Context: an optimization exercise on an open-source flow, tuned for small area. The choices shown serve that exercise and are no tape-out recipe. Only simulation tests tie the RTL to the original design; equivalence was not proved. Power and IR drop assume default switching activity. The flow treats the clock pin as an ideal source, which a real chip does not have.

==> flow/design.v (excerpt) <==
module e1_realign (
    input  wire        clk,
    input  wire        rst,         
    input  wire        set_valid,   
    input  wire [15:0] set_nbits,
    input  wire        in_valid,
    input  wire [7:0]  in_byte,
    output reg         out_valid,
    output reg  [7:0]  out_byte
);
Size: about 570 cells after synthesis, ~280 flip-flops.
==> flow/config.mk <==
export PLATFORM = sky130hd
export DESIGN_NAME = e1_realign
export DESIGN_NICKNAME = e1_realign
export VERILOG_FILES = /design/flow/design.v
export SDC_FILE = /design/flow/constraint.sdc
export NUM_CORES = 4
export LEC_CHECK = 0
export ABC_AREA = 1
export CAP_MARGIN = 20
export CORE_MARGIN = 2
export CORE_UTILIZATION = 55
export CTS_BUF_LIST = sky130_fd_sc_hd__clkbuf_8
export CTS_CLUSTER_DIAMETER = 60
export CTS_CLUSTER_SIZE = 20
export SLEW_MARGIN = 20
==> flow/constraint.sdc <==
create_clock -name core_clock -period 10.0 [get_ports {clk}]
set_input_delay 2.0000 -clock core_clock [delete_from_list [all_inputs] [get_ports {clk}]]
set_output_delay 2.0000 -clock core_clock [all_outputs]
set_load 0.01 [all_outputs]
run.sh (not shown) runs the stock make flow with config.mk's settings and CLKGATE_MAP_FILE= SYNTH_SCRIPT=/design/flow/synth_recipe.tcl, a recipe that flattens the netlist after the stock synthesis.
Change:
- CTS_BUF_LIST: sky130_fd_sc_hd__clkbuf_8 -> not set
- CTS_CLUSTER_DIAMETER: 60 -> not set
- CTS_CLUSTER_SIZE: 20 -> not set
=> Non-clock buffer count does not change; count of clock-buffer cells in the layout rises by 13; design area rises by 5.5%; global-route usage rises by 0.40 points; die area does not change.
Change:
==> flow/flow/run.sh (new file) <==
#!/bin/bash
# The standard layout (the standard.sh) with two changes:
#  - ports are buffered with the smallest buffer, sky130_fd_sc_hd__buf_1;
#  - clock tree synthesis builds the tree from small clock buffers and adds
#    no dummy loads.
# Synthesis, floorplan, power grid, placement and routing are the standard ones.
set -euo pipefail
export BUFFER_PORTS_ARGS="-buffer_cell sky130_fd_sc_hd__buf_1"
export CTS_ARGS="-sink_clustering_enable -repair_clock_nets -dont_use_dummy_load -buf_list {sky130_fd_sc_hd__clkbuf_16} -sink_clustering_size 30 -sink_clustering_max_diameter 60"
bash standard.sh finish > standard_make.log 2>&1
==> flow/standard.sh (new file) <==
#!/bin/bash
# synth_recipe.tcl (not shown) runs the flow's synth.tcl, then flattens the netlist and writes it again
# the make line also repeats each setting of config.mk as NAME=value (left out here)
make -C /OpenROAD-flow-scripts/flow DESIGN_CONFIG=/design/flow/config.mk WORK_HOME=/design/flow/orfs CLKGATE_MAP_FILE= SYNTH_SCRIPT=/design/flow/synth_recipe.tcl "${@:-finish}"
removed: flow/run.sh
After rerunning: The changed run finished with timing, DRC and antenna clean. Non-clock buffer count rises by 1. Power falls by 17%. Core utilization falls by 4.1 points. Critical path depth rises by 7. Combinational power falls by about 7%. Clock skew rises by 0.022 ns. Die area is unchanged. First-iteration DRC count rises by 6.2%.


The RTL this note starts from:
==> flow/design.v <==
module e1_realign (
    input  wire        clk,
    input  wire        rst,         
    input  wire        set_valid,   
    input  wire [15:0] set_nbits,
    input  wire        in_valid,
    input  wire [7:0]  in_byte,
    output reg         out_valid,
    output reg  [7:0]  out_byte
);
    reg [7:0]   offset;             
    reg [4:0]   zl;                 
    wire clr = rst | set_valid;
    reg  [3:0]  c4;                 
    reg  [1:0]  c2_n;               
    reg         c1;                 
    wire [7:0]  u4_n, u2, u1_n;
    e1_realign_muxi8 m_u4 (.s(offset[2]), .a(in_byte), .b({c4,   in_byte[7:4]}), .y(u4_n));
    e1_realign_muxi8 m_u2 (.s(offset[1]), .a(u4_n),    .b({c2_n, u4_n[7:2]}),    .y(u2));
    e1_realign_muxi8 m_u1 (.s(offset[0]), .a(u2),      .b({c1,   u2[7:1]}),      .y(u1_n));
    reg  [127:0] s16_n;             
    reg  [63:0]  s8;                
    reg  [31:0]  s4_n;              
    reg  [15:0]  s2;                
    reg  [7:0]   s1_n;              
    wire [7:0]  v16, v8_n, v4, v2_n, v1;
    e1_realign_muxi8 m_v16 (.s(offset[7]), .a(u1_n), .b(s16_n[127:120]), .y(v16));
    e1_realign_muxi8 m_v8  (.s(offset[6]), .a(v16),  .b(s8[63:56]),      .y(v8_n));
    e1_realign_muxi8 m_v4  (.s(offset[5]), .a(v8_n), .b(s4_n[31:24]),    .y(v4));
    e1_realign_muxi8 m_v2  (.s(offset[4]), .a(v4),   .b(s2[15:8]),       .y(v2_n));
    e1_realign_muxi8 m_v1  (.s(offset[3]), .a(v2_n), .b(s1_n),           .y(v1));
    always @(posedge clk) begin
        out_valid <= in_valid & ~rst & ~set_valid;
        out_byte  <= (zl != 5'd0) ? 8'd0 : v1;
        if (in_valid && !set_valid) begin
            s16_n <= {s16_n[119:0], u1_n};
            s8    <= {s8[55:0],     v16};
            s4_n  <= {s4_n[23:0],   v8_n};
            s2    <= {s2[7:0],      v4};
            s1_n  <= v2_n;
        end
        if (clr) begin
            c4   <= 4'd0;
            c2_n <= 2'b11;
            c1   <= 1'b0;
        end else if (in_valid) begin
            c4   <= in_byte[3:0];
            c2_n <= u4_n[1:0];
            c1   <= u2[0];
        end
        if (rst) begin
            offset <= 8'd0;
            zl     <= 5'd0;
        end else if (set_valid) begin
            offset <= set_nbits[7:0];
            zl     <= set_nbits[7:3];
        end else if (in_valid && zl != 5'd0) begin
            zl     <= zl - 5'd1;
        end
    end
endmodule
module e1_realign_muxi8 (
    input  wire       s,
    input  wire [7:0] a,
    input  wire [7:0] b,
    output wire [7:0] y
);
    assign y = ~(s ? b : a);
endmodule
clock: 10.0 ns
lec_check: 0
cap_margin: 10
core_margin: 2
core_utilization: 55
slew_margin: 10
synth_hierarchical: 1
synth_minimum_keep_size: 0
standard.sh (not shown) runs the stock make flow with config.mk's settings and CLKGATE_MAP_FILE= SYNTH_SCRIPT=/design/flow/synth_recipe.tcl, a recipe that flattens the netlist after the stock synthesis.
==> flow/flow/run.sh <==
#!/bin/bash
# The standard layout (the standard.sh) with these changes:
#  - ports are buffered with the smallest buffer, sky130_fd_sc_hd__buf_1;
#  - after the placement resizer, logic gates are set to their smallest
#    drive strength (flow/downsize.tcl);
#  - clock tree synthesis uses sky130_fd_sc_hd__clkbuf_16 leaf buffers for
#    clusters of up to 33 flip-flops, small sky130_fd_sc_hd__clkbuf_4 buffers
#    above them, and adds no dummy loads.
# Synthesis, floorplan, power grid, placement and routing are the standard ones.
# The make output goes to standard_make.log; each ORFS step keeps its own log
# under orfs/logs/.
set -euo pipefail
export BUFFER_PORTS_ARGS="-buffer_cell sky130_fd_sc_hd__buf_1"
export POST_RESIZE_TCL="$PWD/flow/downsize.tcl"
export CTS_ARGS="-sink_clustering_enable -repair_clock_nets -dont_use_dummy_load -buf_list {sky130_fd_sc_hd__clkbuf_16} -sink_clustering_size 33 -sink_clustering_max_diameter 100 -root_buf sky130_fd_sc_hd__clkbuf_4 -tree_buf sky130_fd_sc_hd__clkbuf_4"
bash standard.sh finish > standard_make.log 2>&1
==> flow/flow/downsize.tcl <==
# Sourced by ORFS after the placement resizer (POST_RESIZE_TCL).
# Synthesis maps some logic gates at more than the smallest drive strength.
# The design has several ns of setup slack, so every combinational gate that
# is not a buffer is set to the smallest drive strength of its own function;
# repair_design then fixes any slew or capacitance violation this causes.
# Flip-flops, buffers and clock cells are left as they are.
set n 0
foreach inst [get_cells *] {
  set m [get_property $inst ref_name]
  if { ![regexp {^(sky130_fd_sc_hd__\w+)_(2|4|6|8|12|16)$} $m -> base drv] } {
    continue
  }
  if { [string match *buf* $m] || [string match *df* $m] || [string match *clk* $m] } {
    continue
  }
  foreach d {0 1} {
    set lc [get_lib_cells -quiet ${base}_$d]
    if { [llength $lc] } {
      puts "downsize [get_full_name $inst]: $m -> ${base}_$d"
      replace_cell $inst $lc
      incr n
      break
    }
  }
}
puts "downsized $n instances"
estimate_parasitics -placement
repair_design
Change:
--- a/flow/flow/run.sh
+++ b/flow/flow/run.sh
@@ -6,3 +6,3 @@
 #  - clock tree synthesis uses sky130_fd_sc_hd__clkbuf_16 leaf buffers for
-#    clusters of up to 33 flip-flops, small sky130_fd_sc_hd__clkbuf_4 buffers
+#    clusters of up to 35 flip-flops, small sky130_fd_sc_hd__clkbuf_4 buffers
 #    above them, and adds no dummy loads.
@@ -14,3 +14,3 @@
 export POST_RESIZE_TCL="$PWD/flow/downsize.tcl"
-export CTS_ARGS="-sink_clustering_enable -repair_clock_nets -dont_use_dummy_load -buf_list {sky130_fd_sc_hd__clkbuf_16} -sink_clustering_size 33 -sink_clustering_max_diameter 100 -root_buf sky130_fd_sc_hd__clkbuf_4 -tree_buf sky130_fd_sc_hd__clkbuf_4"
+export CTS_ARGS="-sink_clustering_enable -repair_clock_nets -dont_use_dummy_load -buf_list {sky130_fd_sc_hd__clkbuf_16} -sink_clustering_size 35 -sink_clustering_max_diameter 100 -root_buf sky130_fd_sc_hd__clkbuf_4 -tree_buf sky130_fd_sc_hd__clkbuf_4"
 bash standard.sh finish > standard_make.log 2>&1
Global-route usage hardly moves.
Power shrinks slightly.
Synthesized cell count does not change.
Clock skew goes down by 45 ps.


Setup of run 1:
Another version of the RTL of e1_realign (not shown whole).
For scale: about 420 cells after synthesis, roughly 280 flip-flops, roughly 37 I/O pins.
Settings: LEC_CHECK=0, CAP_MARGIN=20, CORE_MARGIN=2, CORE_UTILIZATION=55, SLEW_MARGIN=20, SYNTH_HIERARCHICAL=1, SYNTH_MINIMUM_KEEP_SIZE=0; clock period 10.0 ns.
==> flow/flow/run.sh <==
#!/bin/bash
# The standard layout (the standard.sh) with two changes:
#  - ports are buffered with the smallest buffer, sky130_fd_sc_hd__buf_1;
#  - clock tree synthesis builds the tree from small clock buffers and adds
#    no dummy loads.
# Synthesis, floorplan, power grid, placement and routing are the standard ones.
set -euo pipefail
export BUFFER_PORTS_ARGS="-buffer_cell sky130_fd_sc_hd__buf_1"
export CTS_ARGS="-sink_clustering_enable -repair_clock_nets -dont_use_dummy_load -buf_list {sky130_fd_sc_hd__clkbuf_16} -sink_clustering_size 35 -sink_clustering_max_diameter 100 -root_buf sky130_fd_sc_hd__clkbuf_2 -tree_buf sky130_fd_sc_hd__clkbuf_2"
bash standard.sh finish > standard_make.log 2>&1
Run 1 finished end to end and its layout was clean on timing, DRC and antenna.
Input changes introduced in run 2 (baseline for comparison: run 1):
- swapping 55 for 70 in CORE_UTILIZATION
==> flow/flow/run.sh <==
#!/bin/bash
# The standard layout (the standard.sh) with two changes:
#  - ports are buffered with the smallest buffer, sky130_fd_sc_hd__buf_1;
#  - clock tree synthesis builds the tree from small clock buffers and adds
#    no dummy loads.
# Synthesis, floorplan, power grid, placement and routing are the standard ones.
set -euo pipefail
export BUFFER_PORTS_ARGS="-buffer_cell sky130_fd_sc_hd__buf_1"
export CTS_ARGS="-sink_clustering_enable -repair_clock_nets -dont_use_dummy_load -buf_list {sky130_fd_sc_hd__clkbuf_16} -sink_clustering_size 35 -sink_clustering_max_diameter 100 -root_buf sky130_fd_sc_hd__clkbuf_4 -tree_buf sky130_fd_sc_hd__clkbuf_4"
bash standard.sh finish > standard_make.log 2>&1
==> comparison <==
Run 2 ends up with a met1 usage in global routing that is 4.9 points higher than in run 1.
Run 2 and run 1 ended up with roughly the same number of nets in the layout.
Maximum frequency: run 2 < run 1
Cmp run 2 vs run 1: final routed wirelength across all metal layers lower in run 2
Compared with run 1, run 2 shows a worst hold slack that is 20 ps lower.
Lower mean routed wirelength per cell among run 2 and run 1: run 1
Final critical path time including I/O delays and setup: run 2 higher than run 1
All-layer global routing usage, run 2 and run 1: larger value in run 2
In the reports for run 2 and run 1, the larger share of the clock period used by the worst path belongs to run 2.
Changes observed in run 2 relative to run 1: number of antenna violations at the first check in global routing decreased by 1 relative to the old numbers; initial core utilization increased by 16 points relative to the old numbers.
Input-level comparison between run 3 and run 2:
- CORE_UTILIZATION now 55, was 70
==> flow/flow/run.sh <==
#!/bin/bash
# The standard layout (the standard.sh) with these changes:
#  - ports are buffered with the smallest buffer, sky130_fd_sc_hd__buf_1;
#  - after the placement resizer, logic gates are set to their smallest
#    drive strength (flow/downsize.tcl);
#  - clock tree synthesis uses sky130_fd_sc_hd__clkbuf_16 leaf buffers for
#    clusters of up to 35 flip-flops, small sky130_fd_sc_hd__clkbuf_4 buffers
#    above them, and adds no dummy loads.
# Synthesis, floorplan, power grid, placement and routing are the standard ones.
# The make output goes to standard_make.log; each ORFS step keeps its own log
# under orfs/logs/.
set -euo pipefail
export BUFFER_PORTS_ARGS="-buffer_cell sky130_fd_sc_hd__buf_1"
export POST_RESIZE_TCL="$PWD/flow/downsize.tcl"
export CTS_ARGS="-sink_clustering_enable -repair_clock_nets -dont_use_dummy_load -buf_list {sky130_fd_sc_hd__clkbuf_16} -sink_clustering_size 35 -sink_clustering_max_diameter 100 -root_buf sky130_fd_sc_hd__clkbuf_4 -tree_buf sky130_fd_sc_hd__clkbuf_4"
bash standard.sh finish > standard_make.log 2>&1
==> flow/flow/downsize.tcl (new file) <==
# Sourced by ORFS after the placement resizer (POST_RESIZE_TCL).
# Synthesis maps some logic gates at more than the smallest drive strength.
# The design has several ns of setup slack, so every combinational gate that
# is not a buffer is set to the smallest drive strength of its own function;
# repair_design then fixes any slew or capacitance violation this causes.
# Flip-flops, buffers and clock cells are left as they are.
set n 0
foreach inst [get_cells *] {
  set m [get_property $inst ref_name]
  if { ![regexp {^(sky130_fd_sc_hd__\w+)_(2|4|6|8|12|16)$} $m -> base drv] } {
    continue
  }
  if { [string match *buf* $m] || [string match *df* $m] || [string match *clk* $m] } {
    continue
  }
  foreach d {0 1} {
    set lc [get_lib_cells -quiet ${base}_$d]
    if { [llength $lc] } {
      puts "downsize [get_full_name $inst]: $m -> ${base}_$d"
      replace_cell $inst $lc
      incr n
      break
    }
  }
}
puts "downsized $n instances"
estimate_parasitics -placement
repair_design
### Flow results
The overall power number comes out lower for run 2 vs run 3.
Diff run 3..run 2 | fraction of power consumed by combinational cells | negligible
The die area in run 3 sits about 26% above the value recorded for run 2.
Summary: minimum setup slack after placement, run 3 better than run 2
Against run 2, total detailed-routing wirelength in run 3 came out worse.
Fmax | run 3 vs run 2 | run 3 faster
Relative to run 2, the final RePlAce weighted congestion measured on run 3 has decreased by a little under 10%.
Compared with run 2, in run 3 total inserted antenna cells now larger, layout-stage area growth over the synthesis result now larger.
Changes in run 4 relative to run 3:
- swapping 20 for 10 in SLEW_MARGIN
- swapping 20 for 10 in CAP_MARGIN
diff --git a/flow/flow/run.sh b/flow/flow/run.sh
--- a/flow/flow/run.sh
+++ b/flow/flow/run.sh
@@ -1,4 +1,7 @@
 #!/bin/bash
 # The standard layout (the standard.sh) with these changes:
+#  - after floorplanning, the combinational logic is re-mapped for area with
+#    OpenROAD's restructure command (flow/restructure.tcl); flip-flops are
+#    not touched;
 #  - ports are buffered with the smallest buffer, sky130_fd_sc_hd__buf_1;
 #  - after the placement resizer, logic gates are set to their smallest
@@ -7,8 +10,9 @@
 #    clusters of up to 35 flip-flops, small sky130_fd_sc_hd__clkbuf_4 buffers
 #    above them, and adds no dummy loads.
-# Synthesis, floorplan, power grid, placement and routing are the standard ones.
-# The make output goes to standard_make.log; each ORFS step keeps its own log
-# under orfs/logs/.
+# Synthesis (standard), power grid, placement and routing are the standard
+# ones.  The make output goes to standard_make.log; each ORFS step keeps its
+# own log under orfs/logs/.
 set -euo pipefail
+export POST_FLOORPLAN_TCL="$PWD/flow/restructure.tcl"
 export BUFFER_PORTS_ARGS="-buffer_cell sky130_fd_sc_hd__buf_1"
 export POST_RESIZE_TCL="$PWD/flow/downsize.tcl"
==> flow/flow/restructure.tcl (new file) <==
# Sourced by ORFS at the end of the floorplan step (POST_FLOORPLAN_TCL).
# Re-maps the combinational logic of the synthesized netlist for area with
# OpenROAD's restructure command (ABC); flip-flops and ports are not touched.
set lib_file [lindex $::env(LIB_FILES) 0]
set tielo_cell [lindex $::env(TIELO_CELL_AND_PORT) 0]
set tielo_lib [get_name [get_property [lindex [get_lib_cell $tielo_cell] 0] library]]
set tielo_pin $tielo_lib/$tielo_cell/[lindex $::env(TIELO_CELL_AND_PORT) 1]
set tiehi_cell [lindex $::env(TIEHI_CELL_AND_PORT) 0]
set tiehi_lib [get_name [get_property [lindex [get_lib_cell $tiehi_cell] 0] library]]
set tiehi_pin $tiehi_lib/$tiehi_cell/[lindex $::env(TIEHI_CELL_AND_PORT) 1]
set rmp_dir $::env(OBJECTS_DIR)/restructure
file mkdir $rmp_dir
puts "Design area before restructure:"
report_design_area
restructure -liberty_file $lib_file -target area \
  -tielo_port $tielo_pin -tiehi_port $tiehi_pin \
  -work_dir $rmp_dir -abc_logfile $::env(LOG_DIR)/2_1_restructure_abc.log
puts "Design area after restructure:"
report_design_area
Run 4 has completed all stages; timing, DRC and antenna checks passed.
Looking at run 3 and run 4, the area fraction of clock buffers and clock inverters is a wash.
Taking run 4 as 1.0, run 3 lands at 1.07 on non-clock buffer count.
On fmax, the lower figure sits with run 4, not run 3.
Sort run 3 and run 4 by number of vias per cell, descending, and run 4 comes first.
On worst setup slack, the lower figure sits with run 4, not run 3.
Clock skew delta (run 3 -> run 4): insignificant
Worst stage delay on the critical path: run 4 vs run 3 up 680 ps

-- what the ideal ports hide --
The flow's constraints put no driver on any port. The routed layouts listed below were extracted and timed again, unchanged, in two steps.
Step 1: set_driving_cell puts a clkbuf_16 on clk and a buf_2 on each other input, an assumption about the parent block.
Step 2 times the ports against the registers' clock, not the clock port: input delays grow and output delays shrink by t, the midpoint of the rising clock arrivals with the driver on.
Slacks: no drivers / after step 1 / after step 2; pairs: no drivers / after step 1.
| run | t, ns | setup WS [ns] | clock arrival spread, ns | worst data-port slew with drivers (ns) |
|---|---|---|---|---|
| the first run of note 1 | 0.561 | 6.597 / 6.558 / 6.113 | 0.030 / 0.031 | 0.05 |
| the second run of note 1 | 0.565 | 6.610 / 6.564 / 6.129 | 0.025 / 0.025 | 0.05 |
| the third run of note 1 | 0.507 | 5.659 / 5.676 / 5.169 | 0.048 / 0.048 | 0.05 |
| the first run of note 2 | 0.629 | 5.870 / 5.870 / 5.241 | 0.062 / 0.062 | 0.03 |
| the second run of note 2 | 0.608 | 5.855 / 5.856 / 5.248 | 0.018 / 0.018 | 0.03 |
| run 1 | 0.673 | 6.684 / 6.698 / 6.025 | 0.027 / 0.027 | 0.04 |
| run 2 | 0.599 | 6.598 / 6.596 / 5.996 | 0.039 / 0.039 | 0.06 |
| run 3 | 0.619 | 6.650 / 6.663 / 6.044 | 0.028 / 0.028 | 0.04 |
| run 4 | 0.615 | 5.454 / 5.464 / 4.849 | 0.030 / 0.030 | 0.04 |
After both steps setup and hold are still met in every run listed. For run 1, which loses most, drivers alone change the setup slack by +0.014 ns; drivers and shift together by -0.659 ns.
